Source: an optimization exercise on an open RTL-to-GDS flow (aim: small area, a short achievable clock period and few clock cycles). Production flows keep margins and buffers that such runs may drop.
The RTL was checked by simulation tests, not by an equivalence proof against the original design.
Power figures rest on the tool's default switching activity, not on a simulated workload.

### flow/config.mk
export PLATFORM = sky130hd
export DESIGN_NAME = ence464_core
export DESIGN_NICKNAME = ence464_core
export VERILOG_FILES = /design/flow/design.v
export SDC_FILE = /design/flow/constraint.sdc
export NUM_CORES = 4
export LEC_CHECK = 0
export CAP_MARGIN = 20
export CORE_MARGIN = 2
export CORE_UTILIZATION = 40
export SLEW_MARGIN = 20
### flow/constraint.sdc
create_clock -name core_clock -period 80.0 [get_ports {clk}]
set_input_delay 16.0000 -clock core_clock [delete_from_list [all_inputs] [get_ports {clk}]]
set_output_delay 16.0000 -clock core_clock [all_outputs]
set_load 0.01 [all_outputs]
### flow/design.v
module ence464_core (
    input             clk,
    input             rst,         
    input             cmd_valid,
    output            cmd_ready,
    input      [31:0] cmd,
    input      [31:0] ticks,       
    input             full_dh,     
    input             full_dy,     
    input             full_ah,     
    input             full_ay,     
    output reg        rsp_valid,
    output reg [2:0]  rsp_status,
    output reg [15:0] rsp_data,
    output reg [7:0]  rsp_events,
    output reg [3:0]  rsp_fatal,
    output reg [11:0] pub_disp_h,
    output reg [8:0]  pub_disp_y,
    output reg [6:0]  pub_act_h,
    output reg [6:0]  pub_act_y
);
    localparam [2:0] ST_OK = 3'd0, ST_BLOCKED = 3'd1, ST_ILL_CMD = 3'd2,
                     ST_ILL_OPND = 3'd3, ST_PROTOCOL = 3'd4, ST_HALTED = 3'd5,
                     ST_FATAL = 3'd6;
    localparam [1:0] HS_WFS = 2'd0, HS_SMP = 2'd1, HS_WFC = 2'd2, HS_CTL = 2'd3;
    localparam [3:0] OP_ILL = 4'd0, OP_BAD = 4'd1, OP_WR = 4'd2, OP_RD = 4'd3,
                     OP_MEAN = 4'd4, OP_EDGE = 4'd5, OP_REF = 4'd6, OP_YAW = 4'd7,
                     OP_SMP = 4'd8, OP_CTL = 4'd9, OP_TAKE_S = 4'd10,
                     OP_GIVE_C = 4'd11, OP_TAKE_C = 4'd12, OP_GIVE_S = 4'd13,
                     OP_SET_H = 4'd14, OP_SET_Y = 4'd15;
    localparam [1:0] K_NONE = 2'd0, K_SMP = 2'd1, K_CTL = 2'd2, K_REF = 2'd3;
    localparam [29:0] RELOAD_VALUE = 30'd1000000000;
    localparam [20:0] Q_UNIT = 21'd1953125;      
    wire [3:0] k_in = cmd[3:0];
    reg  [3:0] op_in;
    always @(*) begin
        op_in = OP_ILL;
        if ((cmd & 32'hFFFEF000) == 32'h10000000) op_in = OP_WR;
        if ((cmd & 32'hFFFEFFF0) == 32'h11000000)
            op_in = (cmd[16] ? (k_in >= 4'd10) : (k_in >= 4'd5)) ? OP_BAD : OP_RD;
        if ((cmd & 32'hFFFEFFFF) == 32'h12000000) op_in = OP_MEAN;
        if ((cmd & 32'hFFFFFFFC) == 32'h20000000) op_in = OP_EDGE;
        if (cmd == 32'h21000000) op_in = OP_REF;
        if (cmd == 32'h22000000) op_in = OP_YAW;
        if ((cmd & 32'hFFFFF000) == 32'h30000000) op_in = OP_SMP;
        if (cmd == 32'h40000000) op_in = OP_CTL;
        if (cmd == 32'h50000000) op_in = OP_TAKE_S;
        if (cmd == 32'h51000000) op_in = OP_GIVE_C;
        if (cmd == 32'h52000000) op_in = OP_TAKE_C;
        if (cmd == 32'h53000000) op_in = OP_GIVE_S;
        if ((cmd & 32'hFFFFFFF0) == 32'h60000000)
            op_in = (k_in > 4'd10) ? OP_BAD : OP_SET_H;
        if ((cmd & 32'hFFFFFFE0) == 32'h61000000)
            op_in = (cmd[4:0] > 5'd23) ? OP_BAD : OP_SET_Y;
    end
    reg        rdy;
    reg        rst_r;         
    reg        s1_v;
    reg [3:0]  s1_op;
    reg [11:0] s1_opd;
    reg        s1_sel;
    reg [29:0] s1_tk;
    reg        s1_tk_hi;      
    reg        s1_reload;     
    reg [3:0]  s1_full;       
    assign cmd_ready = rdy;
    always @(posedge clk) begin
        rst_r <= rst;
        if (rst) s1_v <= 1'b0;
        else if (rdy) s1_v <= cmd_valid;
        if (rdy) begin
            s1_op     <= op_in;
            s1_opd    <= cmd[11:0];
            s1_sel    <= cmd[16];
            s1_tk     <= ticks[29:0];
            s1_tk_hi  <= |ticks[31:30];
            s1_reload <= ticks < 32'd400000000;
            s1_full   <= {full_ay, full_ah, full_dy, full_dh};
        end
    end
    reg [11:0] rf0 [0:4];
    reg [4:0]  rf0_ok;        
    reg [2:0]  rf0_wr;
    reg [11:0] rf1 [0:9];
    reg [9:0]  rf1_ok;
    reg [3:0]  rf1_wr;
    reg [14:0] sum0;          
    reg [15:0] sum1;
    reg signed [8:0] qd_cnt;
    reg        qd_pa, qd_pb;
    reg        qd_ref_en;
    reg [11:0] smp_ground;
    reg        smp_cal_done;
    reg [11:0] ch_h;
    reg signed [8:0] ch_y;
    reg [3:0]  tgt_h;
    reg [4:0]  tgt_y;
    reg signed [47:0] pidh_i;    
    reg signed [47:0] pidy_i;    
    reg [29:0] last_ticks;
    reg [1:0]  hs;
    reg        fatal_s, fatal_c;
    reg [2:0]  eng_cnt;       
    reg [2:0]  dh_cnt;        
    reg [2:0]  smp_cnt;       
    wire [3:0]  op    = s1_op;
    wire        sel   = s1_sel;
    wire [11:0] val12 = s1_opd;
    wire [3:0]  k     = s1_opd[3:0];
    wire        go    = s1_v & rdy;
    wire is_rd  = op == OP_RD;
    wire is_smp = op == OP_SMP;
    wire [3:0]  k_eff   = is_rd ? k : 4'd0;
    wire [3:0]  rd0_pos = {1'b0, rf0_wr} + k_eff;
    wire [2:0]  rd0_idx = (rd0_pos >= 4'd5) ? rd0_pos - 4'd5 : rd0_pos[2:0];
    wire [4:0]  rd1_pos = {1'b0, rf1_wr} + {1'b0, k_eff};
    wire [3:0]  rd1_idx = (rd1_pos >= 5'd10) ? rd1_pos - 5'd10 : rd1_pos[3:0];
    wire [11:0] rd0_val = rf0_ok[rd0_idx] ? rf0[rd0_idx] : 12'd0;
    wire [11:0] rd1_val = rf1_ok[rd1_idx] ? rf1[rd1_idx] : 12'd0;
    wire        use1    = sel & ~is_smp;
    wire [11:0] old_val = use1 ? rd1_val : rd0_val;
    wire signed [12:0] delta = $signed({1'b0, val12}) - $signed({1'b0, old_val});
    wire [15:0] sum_cur = use1 ? sum1 : {1'b0, sum0};
    wire [15:0] sum_new = sum_cur + {{3{delta[12]}}, delta};
    wire [14:0] s0x      = is_smp ? sum_new[14:0] : sum0;
    wire [15:0] mean_num = use1 ? sum1 + 16'd5 : {s0x, 1'b0} + 16'd5;
    wire [11:0] mean     = mean_num / 16'd10;
    wire [3:0] dir_idx = {qd_pb, qd_pa, s1_opd[1], s1_opd[0]};
    reg signed [1:0] dir;
    always @(*) begin
        case (dir_idx)
            4'd1, 4'd7, 4'd8, 4'd14: dir = -2'sd1;
            4'd2, 4'd4, 4'd11, 4'd13: dir = 2'sd1;
            default: dir = 2'sd0;
        endcase
    end
    wire signed [9:0] cnt_sum  = qd_cnt + dir;
    wire signed [9:0] cnt_norm = (cnt_sum > 10'sd224)  ? cnt_sum - 10'sd448 :
                                 (cnt_sum < -10'sd223) ? cnt_sum + 10'sd448 : cnt_sum;
    wire        cnt_neg = qd_cnt[8];
    wire [7:0]  cnt_abs = cnt_neg ? -qd_cnt[7:0] : qd_cnt[7:0];
    wire [13:0] deg_p   = cnt_abs * 6'd45;
    wire [7:0]  deg_a   = deg_p / 14'd56;
    wire signed [8:0] yaw_deg = cnt_neg ? -$signed({1'b0, deg_a}) : $signed({1'b0, deg_a});
    wire        cal_now    = !smp_cal_done && tgt_h == 4'd0;
    wire [11:0] ground_eff = cal_now ? mean : smp_ground;
    wire [12:0] hag_d      = {1'b0, ground_eff} - {1'b0, mean};
    wire [11:0] hag        = hag_d[12] ? 12'd0 : hag_d[11:0];
    wire [30:0] el_d   = {1'b0, last_ticks} - {1'b0, s1_tk};
    wire        dt_bad = s1_tk_hi | el_d[30] | (el_d == 31'd0);
    wire [29:0] el_new = el_d[29:0];
    reg [10:0] tgt_h100;
    always @(*) tgt_h100 = tgt_h * 7'd100;
    wire signed [12:0] eh     = $signed({2'b0, tgt_h100}) - $signed({1'b0, ch_h});
    wire               parked = (tgt_h == 4'd0) && (ch_h <= 12'd10);
    wire               clr_h  = (eh > -13'sd20) && (eh < 13'sd20);
    wire signed [12:0] Eh     = eh + (parked ? 13'sd0 : 13'sd500);
    reg signed [10:0] y_target;
    always @(*) begin
        if (tgt_y == 5'd23) y_target = 11'sd179;
        else                y_target = -11'sd165 + $signed({6'b0, tgt_y}) * 11'sd15;
    end
    wire signed [10:0] ye1      = y_target - ch_y;
    wire signed [10:0] ye2      = ye1 - 11'sd360;
    wire signed [10:0] ye1_abs  = (ye1 < 0) ? -ye1 : ye1;
    wire signed [10:0] ye2_abs  = (ye2 < 0) ? -ye2 : ye2;
    wire signed [10:0] ey11     = (ye2_abs < ye1_abs) ? -ye2 : -ye1;
    wire signed [9:0]  ey       = ey11[9:0];
    wire               clr_y    = (ey > -10'sd2) && (ey < 10'sd2);
    wire signed [9:0]  Ey       = ey + (parked ? 10'sd0 : 10'sd40);
    reg [29:0] el;
    reg [31:0] el3;
    reg [15:0] mh;            
    reg [15:0] mEh;           
    reg [12:0] my;            
    reg [12:0] mEy;           
    reg [11:0] lh;            
    reg [8:0]  ly;            
    reg signed [32:0] dh;     
    reg signed [29:0] dy;     
    reg        eng_y;         
    reg        pub_h, pub_y;
    reg [27:0] v_w;           
    reg        v_pend, v_axis_y, v_neg, v_big, v_pub;
    function [3:0] booth8;
        input [3:0] b;
        begin
            case (b)
                4'b0000, 4'b1111: booth8 = 4'b0000;
                4'b0001, 4'b0010: booth8 = 4'b0001;
                4'b0011, 4'b0100: booth8 = 4'b0010;
                4'b0101, 4'b0110: booth8 = 4'b0011;
                4'b0111:          booth8 = 4'b0100;
                4'b1000:          booth8 = 4'b1100;
                4'b1001, 4'b1010: booth8 = 4'b1011;
                4'b1011, 4'b1100: booth8 = 4'b1010;
                default:          booth8 = 4'b1001;    
            endcase
        end
    endfunction
    function signed [32:0] bmul_el;
        input [3:0]  dg;
        input [29:0] e1;
        input [31:0] e3;
        reg   [32:0] m;
        begin
            case (dg[2:0])
                3'd1:    m = {3'b0, e1};
                3'd2:    m = {2'b0, e1, 1'b0};
                3'd3:    m = {1'b0, e3};
                3'd4:    m = {1'b0, e1, 2'b0};
                default: m = 33'd0;
            endcase
            bmul_el = dg[3] ? -$signed(m) : $signed(m);
        end
    endfunction
    function signed [22:0] bmul_c;
        input [3:0] dg;
        reg   [22:0] m;
        begin
            case (dg[2:0])
                3'd1:    m = 23'd390625;
                3'd2:    m = 23'd781250;
                3'd3:    m = 23'd1171875;
                3'd4:    m = 23'd1562500;
                default: m = 23'd0;
            endcase
            bmul_c = dg[3] ? -$signed(m) : $signed(m);
        end
    endfunction
    wire [3:0] dg_h  = booth8(mh[3:0]);
    wire [3:0] dg_Eh = booth8(mEh[15:12]);
    wire [3:0] dg_y  = booth8(my[3:0]);
    wire [3:0] dg_Ey = booth8(mEy[12:9]);
    wire signed [48:0] hs_sum = pidh_i + bmul_el(dg_h, el, el3);
    wire signed [48:0] ys_sum = pidy_i + bmul_el(dg_y, el, el3);
    wire signed [32:0] dh_nx  = (dh <<< 3) + bmul_c(dg_Eh);
    wire signed [29:0] dy_nx  = (dy <<< 3) + bmul_c(dg_Ey);
    wire signed [48:0] xh     = {hs_sum[36:0], lh};
    wire signed [48:0] xy     = {ys_sum[39:0], ly};
    wire signed [47:0] xh_sat = (xh[48] ^ xh[47]) ? {xh[48], {47{~xh[48]}}} : xh[47:0];
    wire signed [47:0] xy_sat = (xy[48] ^ xy[47]) ? {xy[48], {47{~xy[48]}}} : xy[47:0];
    wire signed [38:0] vh     = $signed(xh[48:11]) + dh_nx;
    wire signed [39:0] vy     = $signed(xy[48:10]) + dy_nx;
    wire               vh_neg = vh[38];
    wire               vh_big = vh >= 39'sd390625000;        
    wire               vy_neg = vy[39];
    wire               vy_big = vy >= 40'sd33593750;         
    wire [27:0]        vy5    = {vy[25:0], 2'b00} + {2'b00, vy[25:0]};
    reg [27:0] dv_r;
    reg [6:0]  dv_q;
    reg [28:0] dv_t;
    integer j;
    always @(*) begin
        dv_r = v_w;
        for (j = 6; j >= 0; j = j - 1) begin
            dv_t = {1'b0, dv_r} - ({8'd0, Q_UNIT} << j);
            dv_q[j] = ~dv_t[28];
            if (~dv_t[28]) dv_r = dv_t[27:0];
        end
    end
    wire [6:0] duty = v_neg ? 7'd0 : v_big ? (v_axis_y ? 7'd85 : 7'd99) : dv_q;
    reg        e_v;
    reg [2:0]  e_st;
    reg        e_hd;
    reg [1:0]  e_kind, e_sub;
    reg        e_r;
    reg        hold_w;
    reg [11:0] hold_d;
    reg        hold_sx;
    reg        eng_load;
    reg        d_v   [1:6];
    reg [2:0]  d_st  [1:6];
    reg        d_hd  [1:6];
    reg [1:0]  d_kind[1:6];
    reg [1:0]  d_sub [1:6];
    reg        d_r   [1:6];
    reg [11:0] d_hold;
    reg        d_hold_sx;
    function is_data;
        input [3:0] o;
        is_data = (o == OP_RD) | (o == OP_MEAN) | (o == OP_YAW);
    endfunction
    always @(*) begin
        e_v = go; e_st = ST_OK; e_hd = 1'b0; e_kind = K_NONE; e_sub = 2'd0; e_r = 1'b0;
        hold_w = 1'b0; hold_d = 12'd0; hold_sx = 1'b0; eng_load = 1'b0;
        case (op)
            OP_BAD: e_st = ST_ILL_OPND;
            OP_RD: begin
                e_hd = 1'b1; hold_w = 1'b1; hold_d = sel ? rd1_val : rd0_val;
            end
            OP_MEAN: begin
                e_hd = 1'b1; hold_w = 1'b1; hold_d = mean;
            end
            OP_YAW: begin
                e_hd = 1'b1; hold_w = 1'b1; hold_sx = 1'b1;
                hold_d = {{3{yaw_deg[8]}}, yaw_deg};
            end
            OP_REF: if (qd_ref_en) e_kind = K_REF;
            OP_SMP: begin
                if (fatal_s) e_st = ST_HALTED;
                else if (hs != HS_SMP) e_st = ST_PROTOCOL;
                else begin
                    e_kind = K_SMP;
                    if (s1_full[0])      begin e_st = ST_FATAL; e_sub = 2'd1; end
                    else if (s1_full[1]) begin e_st = ST_FATAL; e_sub = 2'd2; end
                end
            end
            OP_CTL: begin
                if (fatal_c) e_st = ST_HALTED;
                else if (hs != HS_CTL) e_st = ST_PROTOCOL;
                else begin
                    e_kind = K_CTL;
                    if (dt_bad) begin e_st = ST_FATAL; e_sub = 2'd1; end
                    else begin
                        eng_load = 1'b1;
                        e_r = s1_reload;
                        if (s1_full[2])      begin e_st = ST_FATAL; e_sub = 2'd2; end
                        else if (s1_full[3]) begin e_st = ST_FATAL; e_sub = 2'd3; end
                    end
                end
            end
            OP_TAKE_S: begin
                if (fatal_s) e_st = ST_HALTED;
                else if (hs != HS_WFS) e_st = ST_BLOCKED;
            end
            OP_GIVE_C: begin
                if (fatal_s) e_st = ST_HALTED;
                else if (hs != HS_SMP) e_st = ST_PROTOCOL;
            end
            OP_TAKE_C: begin
                if (fatal_c) e_st = ST_HALTED;
                else if (hs != HS_WFC) e_st = ST_BLOCKED;
            end
            OP_GIVE_S: begin
                if (fatal_c) e_st = ST_HALTED;
                else if (hs != HS_CTL) e_st = ST_PROTOCOL;
            end
            OP_ILL: e_st = ST_ILL_CMD;
            default: ;
        endcase
        if (!go) begin hold_w = 1'b0; eng_load = 1'b0; end
    end
    wire smp_pub = go & is_smp & ~fatal_s & (hs == HS_SMP) & ~s1_full[0];
    wire [2:0] eng_nx = eng_load ? 3'd5 : (eng_cnt != 3'd0) ? eng_cnt - 3'd1 : 3'd0;
    wire [2:0] hold_nx = hold_w  ? 3'd5 : (dh_cnt  != 3'd0) ? dh_cnt  - 3'd1 : 3'd0;
    wire [2:0] smp_nx = smp_pub  ? 3'd6 : (smp_cnt != 3'd0) ? smp_cnt - 3'd1 : 3'd0;
    wire       s1v_nx = rdy ? cmd_valid : s1_v;
    wire [3:0] s1op_nx = rdy ? op_in : s1_op;
    wire       stall_nx = s1v_nx & (((s1op_nx == OP_CTL) & (eng_nx != 3'd0)) |
                                    (is_data(s1op_nx) & (hold_nx != 3'd0)) |
                                    ((s1op_nx == OP_SMP) & (smp_nx != 3'd0)));
    integer i;
    always @(posedge clk) begin
        d_v[1] <= e_v & ~rst_r; d_st[1] <= e_st; d_hd[1] <= e_hd;
        d_kind[1] <= e_kind; d_sub[1] <= e_sub; d_r[1] <= e_r;
        for (i = 2; i <= 6; i = i + 1) begin
            d_v[i] <= d_v[i-1] & ~rst_r; d_st[i] <= d_st[i-1]; d_hd[i] <= d_hd[i-1];
            d_kind[i] <= d_kind[i-1]; d_sub[i] <= d_sub[i-1]; d_r[i] <= d_r[i-1];
        end
        rsp_valid  <= d_v[6] & ~rst & ~rst_r;
        rsp_status <= d_st[6];
        rsp_data   <= d_hd[6] ? {{4{d_hold_sx & d_hold[11]}}, d_hold} : 16'd0;
        case (d_kind[6])
            K_SMP: begin
                rsp_events <= (d_sub[6] == 2'd0) ? 8'h0D : (d_sub[6] == 2'd1) ? 8'h01 : 8'h05;
                rsp_fatal  <= {2'b00, d_sub[6]};
            end
            K_CTL: begin
                rsp_events <= {1'b0, d_r[6], (d_sub[6] == 2'd0),
                               (d_sub[6] == 2'd0) | (d_sub[6] == 2'd3), 4'b0010};
                rsp_fatal  <= (d_sub[6] == 2'd1) ? 4'd5 : (d_sub[6] == 2'd2) ? 4'd3 :
                              (d_sub[6] == 2'd3) ? 4'd4 : 4'd0;
            end
            K_REF: begin
                rsp_events <= 8'h80;
                rsp_fatal  <= 4'd0;
            end
            default: begin
                rsp_events <= 8'h00;
                rsp_fatal  <= 4'd0;
            end
        endcase
        if (hold_w) begin
            d_hold    <= hold_d;
            d_hold_sx <= hold_sx;
        end
        if (v_pend && v_pub) begin
            if (v_axis_y) pub_act_y <= duty;
            else          pub_act_h <= duty;
        end
        if (rst_r) begin
            rdy          <= 1'b1;
            eng_cnt      <= 3'd0;
            dh_cnt       <= 3'd0;
            smp_cnt      <= 3'd0;
            v_pend       <= 1'b0;
            rf0_ok       <= 5'd0;
            rf1_ok       <= 10'd0;
            rf0_wr       <= 3'd0;
            rf1_wr       <= 4'd0;
            sum0         <= 15'd0;
            sum1         <= 16'd0;
            qd_cnt       <= 9'sd0;
            qd_pa        <= 1'b0;
            qd_pb        <= 1'b0;
            qd_ref_en    <= 1'b1;
            smp_ground   <= 12'd0;
            smp_cal_done <= 1'b0;
            ch_h         <= 12'd0;
            ch_y         <= 9'sd0;
            tgt_h        <= 4'd0;
            tgt_y        <= 5'd0;
            pidh_i       <= 48'sd0;
            pidy_i       <= 48'sd0;
            last_ticks   <= RELOAD_VALUE;
            hs           <= HS_WFS;
            fatal_s      <= 1'b0;
            fatal_c      <= 1'b0;
        end else begin
            rdy     <= ~stall_nx;
            eng_cnt <= eng_nx;
            dh_cnt  <= hold_nx;
            smp_cnt <= smp_nx;
            v_pend <= 1'b0;
            if (eng_cnt != 3'd0) begin
                mh  <= {{3{mh[15]}}, mh[15:3]};
                mEh <= {mEh[12:0], 3'b000};
                dh  <= dh_nx;
                if (eng_cnt == 3'd1) begin
                    pidh_i   <= xh_sat;
                    v_pend   <= 1'b1;
                    v_axis_y <= 1'b0;
                    v_neg    <= vh_neg;
                    v_big    <= vh_big;
                    v_w      <= vh[28:1];
                    v_pub    <= pub_h;
                end else begin
                    pidh_i <= {{2{hs_sum[48]}}, hs_sum[48:3]};
                    lh     <= {hs_sum[2:0], lh[11:3]};
                end
                if (eng_y) begin
                    my  <= {{3{my[12]}}, my[12:3]};
                    mEy <= {mEy[9:0], 3'b000};
                    dy  <= dy_nx;
                    if (eng_cnt == 3'd2) begin
                        pidy_i   <= xy_sat;
                        v_pend   <= 1'b1;
                        v_axis_y <= 1'b1;
                        v_neg    <= vy_neg;
                        v_big    <= vy_big;
                        v_w      <= vy5;
                        v_pub    <= pub_y;
                        eng_y    <= 1'b0;
                    end else begin
                        pidy_i <= {{2{ys_sum[48]}}, ys_sum[48:3]};
                        ly     <= {ys_sum[2:0], ly[8:3]};
                    end
                end
            end
            if (go) begin
                case (op)
                OP_WR: begin
                    if (sel) begin
                        rf1[rf1_wr] <= val12;
                        rf1_ok[rf1_wr] <= 1'b1;
                        sum1 <= sum_new;
                        rf1_wr <= (rf1_wr == 4'd9) ? 4'd0 : rf1_wr + 4'd1;
                    end else begin
                        rf0[rf0_wr] <= val12;
                        rf0_ok[rf0_wr] <= 1'b1;
                        sum0 <= sum_new[14:0];
                        rf0_wr <= (rf0_wr == 3'd4) ? 3'd0 : rf0_wr + 3'd1;
                    end
                end
                OP_EDGE: begin
                    qd_cnt <= cnt_norm[8:0];
                    qd_pa  <= s1_opd[0];
                    qd_pb  <= s1_opd[1];
                end
                OP_REF: qd_ref_en <= 1'b0;
                OP_SMP: begin
                    if (!fatal_s && hs == HS_SMP) begin
                        rf0[rf0_wr] <= val12;
                        rf0_ok[rf0_wr] <= 1'b1;
                        sum0 <= sum_new[14:0];
                        rf0_wr <= (rf0_wr == 3'd4) ? 3'd0 : rf0_wr + 3'd1;
                        if (cal_now) begin
                            smp_ground   <= mean;
                            smp_cal_done <= 1'b1;
                        end
                        ch_h <= hag;
                        ch_y <= yaw_deg;
                        if (s1_full[0]) fatal_s <= 1'b1;
                        else begin
                            pub_disp_h <= hag;
                            if (s1_full[1]) fatal_s <= 1'b1;
                            else pub_disp_y <= yaw_deg;
                        end
                    end
                end
                OP_CTL: begin
                    if (!fatal_c && hs == HS_CTL) begin
                        if (dt_bad) fatal_c <= 1'b1;
                        else begin
                            last_ticks <= s1_reload ? RELOAD_VALUE : s1_tk;
                            if (s1_full[2] | s1_full[3]) fatal_c <= 1'b1;
                            el    <= el_new;
                            el3   <= {2'b0, el_new} + {1'b0, el_new, 1'b0};
                            mh    <= {{2{eh[12]}}, eh, 1'b0};
                            mEh   <= {{2{Eh[12]}}, Eh, 1'b0};
                            dh    <= 33'sd0;
                            pub_h <= ~s1_full[2];
                            if (clr_h) pidh_i <= 48'sd0;
                            eng_y <= ~s1_full[2];
                            pub_y <= ~s1_full[2] & ~s1_full[3];
                            my    <= {{2{ey[9]}}, ey, 1'b0};
                            mEy   <= {{2{Ey[9]}}, Ey, 1'b0};
                            dy    <= 30'sd0;
                            if (clr_y && !s1_full[2]) pidy_i <= 48'sd0;
                        end
                    end
                end
                OP_TAKE_S: if (!fatal_s && hs == HS_WFS) hs <= HS_SMP;
                OP_GIVE_C: if (!fatal_s && hs == HS_SMP) hs <= HS_WFC;
                OP_TAKE_C: if (!fatal_c && hs == HS_WFC) hs <= HS_CTL;
                OP_GIVE_S: if (!fatal_c && hs == HS_CTL) hs <= HS_WFS;
                OP_SET_H: tgt_h <= s1_opd[3:0];
                OP_SET_Y: tgt_y <= s1_opd[4:0];
                default: ;
                endcase
            end
        end
    end
endmodule
### flow/run.sh
#!/bin/bash
# synth_recipe.tcl (not shown) runs the flow's synth.tcl, then flattens the netlist and writes it again
# the make line also repeats each setting of config.mk as NAME=value (left out here)
make -C /OpenROAD-flow-scripts/flow DESIGN_CONFIG=/design/flow/config.mk WORK_HOME=/design/flow/orfs CLKGATE_MAP_FILE= SYNTH_SCRIPT=/design/flow/synth_recipe.tcl finish
==> impl_metrics.tcl <==
set metrics [dict create \
    worst_slack_ns 60.08 \
    muxShareOfSynthArea_pct 4.10 \
    leakagePower_nw 29.3 \
    avgSynthCellArea_um2 8.78 \
    hp-class "flip-flop to flip-flop" \
    status "finished clean" \
    slew_violations 0 \
    ys_async_sr_fraction_pct 0 \
    synthXorXnorAreaFrac_pct 7.82 \
    relSlewSlack_pct 24.2 \
    numCtsBuffers 102 \
    setup_viol 0 \
    die_w_um 410 \
    power_density_nw_per_um2 22.3 \
    vias 55700 \
    h-tree-depth 3 \
    dp_slack_ns 60.22 \
    endpoint_kind "flip-flop" \
    cts_tree "built" \
    cts.sinks 868 \
    final_common_cell "nand2_1" \
    dr.pass1.iters 6 \
    routed_wirelength_mm 188 \
    rows 148 \
    antenna_cells 0 \
    ys_ff_latch 868 \
    grt_pass1_vias 52500 \
    start_util_pct 40.4 \
    wl_per_cell_um 19.3 \
    antenna_left 0 \
    final_nets 8153 \
    grt_pass1_wl_mm 294 \
    areaGrowthSynthToFinish_pct 10.9 \
    period_share_pct 24.9 \
    syn_nets 8143 \
    fmax_ghz 0.0502 \
    overflow 0 \
    synth-seq-area-share_pct 34.1 \
    synth_compound_area_share_pct 21.3 \
    fin_crit_ns 19.92 \
    yosys_warnings 7 \
    track_usage_pct 21.6 \
    synthAdderAreaFrac_pct 11.7 \
    startpoint_type "flip-flop" \
    place.gp.congestion 0.928 \
    drive_gt1_share_pct 6.17 \
    yosys.area_share.simple_pct 16.1 \
    core_area_um2 163000 \
    syn_inst 7497 \
    yosys_most_used_dff "edfxtp_1" \
    critPathBufInv 4 \
    cts_hold_buf 0 \
    vias_per_cell 5.70 \
    cts_resized 0 \
    crit_arrival_ns 20.47 \
    synth_edf_count 509 \
    clock_latency_ns 0.74 \
    final_cell_area_um2 73000 \
    port_buffers 137 \
    criticalPathCategory "flip-flop to flip-flop" \
    peakVddDrop_v 0.0000343 \
    synth.distinct_cells 131 \
    hold_viol 0 \
    placed_cell_area_um2 69500 \
    clk_pin_slew_ns 0.07 \
    crit_family "compound AO/OA/AOI/OAI gates" \
    layout_common_cells "nand2_1 (755), a21oi_1 (594), nor2_1 (593)" \
    drt_iter0_markers 4388 \
    cts_setup_buffers 0 \
    tns_ns 0 \
    cp_slowest_stage_delay_ns 0.93 \
    crit_required_ns 80.55 \
    rsz0062_at_grt "false" \
    crit_top_cell "a21o_1" \
    antenna_found_initial 1 \
    cts-root-buf "clkbuf_16" \
    grt_max_degree 132 \
    place_hpwl_mm 141 \
    cpMaxStageDelayCell "nor3b_1" \
    clock_skew_ns 0.0542 \
    syn_area_um2 65800 \
    final_util_pct 44.7 \
    remaining_drc_errors 0 \
    drv_cap 0 \
    synth_top_family_by_area "compound AO/OA/AOI/OAI gates" \
    dieArea_um2 168000 \
    nFillCells 15600 \
    io_pins 139 \
    tightest_slew_ns 1.13 \
    die_h_um 410 \
    clockBufferDepth 3 \
    cp_max_fo 27 \
]
## worst register-to-register path: cells and delay by family (launching register included)
family | cells | cell delay, ns
mux | 3 | 0.92
xor+xnor | 5 | 1.17
buf+inv | 4 | 0.81
simple gates | 19 | 5.73
compound gates | 34 | 8.81
fa+ha+maj | 7 | 1.85
flops | 1 | 0.47
## path summary, 6_finish.rpt
check             start         end  slack (ns)  cells past startpoint
max            s1_op[3]     ch_h[1]       60.08                     72
min          d_st[5][2]  d_st[6][2]        0.32                      0
min reg2reg  d_st[5][2]  d_st[6][2]        0.32                      0
max reg2reg    s1_op[3]     ch_h[1]       60.08                     72
## where the power goes
part / internal, mW / switching, mW / total [mW]
Clock: 0.278 / 0.207 / 0.485
Sequential: 0.481 / 0.00781 / 0.489
Combinational: 0.256 / 0.396 / 0.651
## flip-flops by register name (all words and copies together) (netlist names), 13 cells and up
| signal | flops |
|---|---|
| mh | 16 |
| mEh | 16 |
| sum1 | 16 |
| last_ticks | 30 |
| d_st | 18 |
| mEy | 13 |
| pidh_i | 48 |
| pidy_i | 48 |
| el3 | 31 |
| s1_tk | 30 |
| my | 13 |
| v_w | 28 |
| rsp_data | 13 |
| dy | 27 |
| dh | 30 |
| el | 30 |
| sum0 | 15 |
| rf1 | 120 |
| rf0 | 60 |
## kinds of logic (layout without fill, tap and decap cells)
| family | Yosys count | count (layout) |
|---|---|---|
| and+or+nand+nor | 2278 | 2278 |
| AOI/OAI and AO/OA | 2117 | 2117 |
| DFF | 868 | 868 |
| buffers and inverters | 832 | 931 |
| adders and majority gates | 599 | 599 |
| xor gates and xnor gates | 585 | 585 |
| muxes | 217 | 217 |
| other | 1 | 1 |
## cells in the mapped netlist (75+ instances only)
cell      count  area [um^2]
xor2_1      180         1580
dfxtp_1     359         7190
nor2b_1      94          588
inv_1       514         1930
a31oi_1      91          569
and2_1       75          469
clkbuf_1    244          916
a21o_1      121          908
o21ai_0     432         2160
nand2b_1     88          551
nor2_1      601         2260
mux2i_1     156         1560
nor3_1      191          956
a221oi_1    133         1160
a21oi_1     598         2990
o21bai_1    117          878
edfxtp_1    509        15300
nand3_1     139          696
nand2_1     757         2840
ha_1        543         6790
xnor2_1     403         3530
## layout make-up
type	count	area (um^2)	share of cell area, %
clock buffers	142	2880	3.95
clock inverters	51	619	0.848
inverters	518	1950	2.67
multi-input cells	5797	40300	55.3
flip-flops and latches	868	22500	30.8
well taps	2175	2720	3.73
repair buffers	220	2010	2.75
## routing by layer
layer	track usage, %	part of all wire [%]	wire [um]	vias up
li1	-	-	-	27200
met1	28.9	45	84100	26800
met2	36.3	47	88900	1457
met3	2.57	5.0	9490	264
met4	6.85	3.1	5810	2
met5	0	0.0069	13	-
## metrics by stage
| step | hold WS [ns] | power (mW) | instances |
|---|---|---|---|
| floorplan | 0.310 | 0.976 | 7497 |
| global placement | 0.312 | 1.12 | 9577 |
| detailed placement | 0.312 | 1.14 | 9578 |
| CTS | 0.320 | 1.63 | 9771 |
| global route | 0.330 | 1.72 | 9771 |
| finish | 0.320 | 1.63 | 9771 |
Testbench counts, summed over its fixed seeds: cycles 31,717.

==> re-timing with driven ports <==
Ports are ideal in the flow. The routed layout listed here was re-timed in OpenROAD.
Step 1 (the two cells are an assumption about what drives the block):
set clk [get_ports {clk}]
set_driving_cell -lib_cell sky130_fd_sc_hd__clkbuf_16 $clk
set_driving_cell -lib_cell sky130_fd_sc_hd__buf_2 [delete_from_list [all_inputs] $clk]
Step 2 adds t to the input delays and takes it off the output delays; t is the mean of the earliest and latest rising clock arrival at the registers after step 1. Input paths then give back, and output paths get back, about the clock's delay inside the block.
Three values: ideal ports, drivers, drivers and shift; two values: the first two.
t (ns): 0.788
slack for setup (ns): 60.078 / 60.078 / 60.078
hold slack, ns: 0.320 / 0.320 / 0.320
After both steps this run still meets setup and hold. The setup slack of this run moves by 0.000 ns with the drivers and by 0.000 ns with both steps.
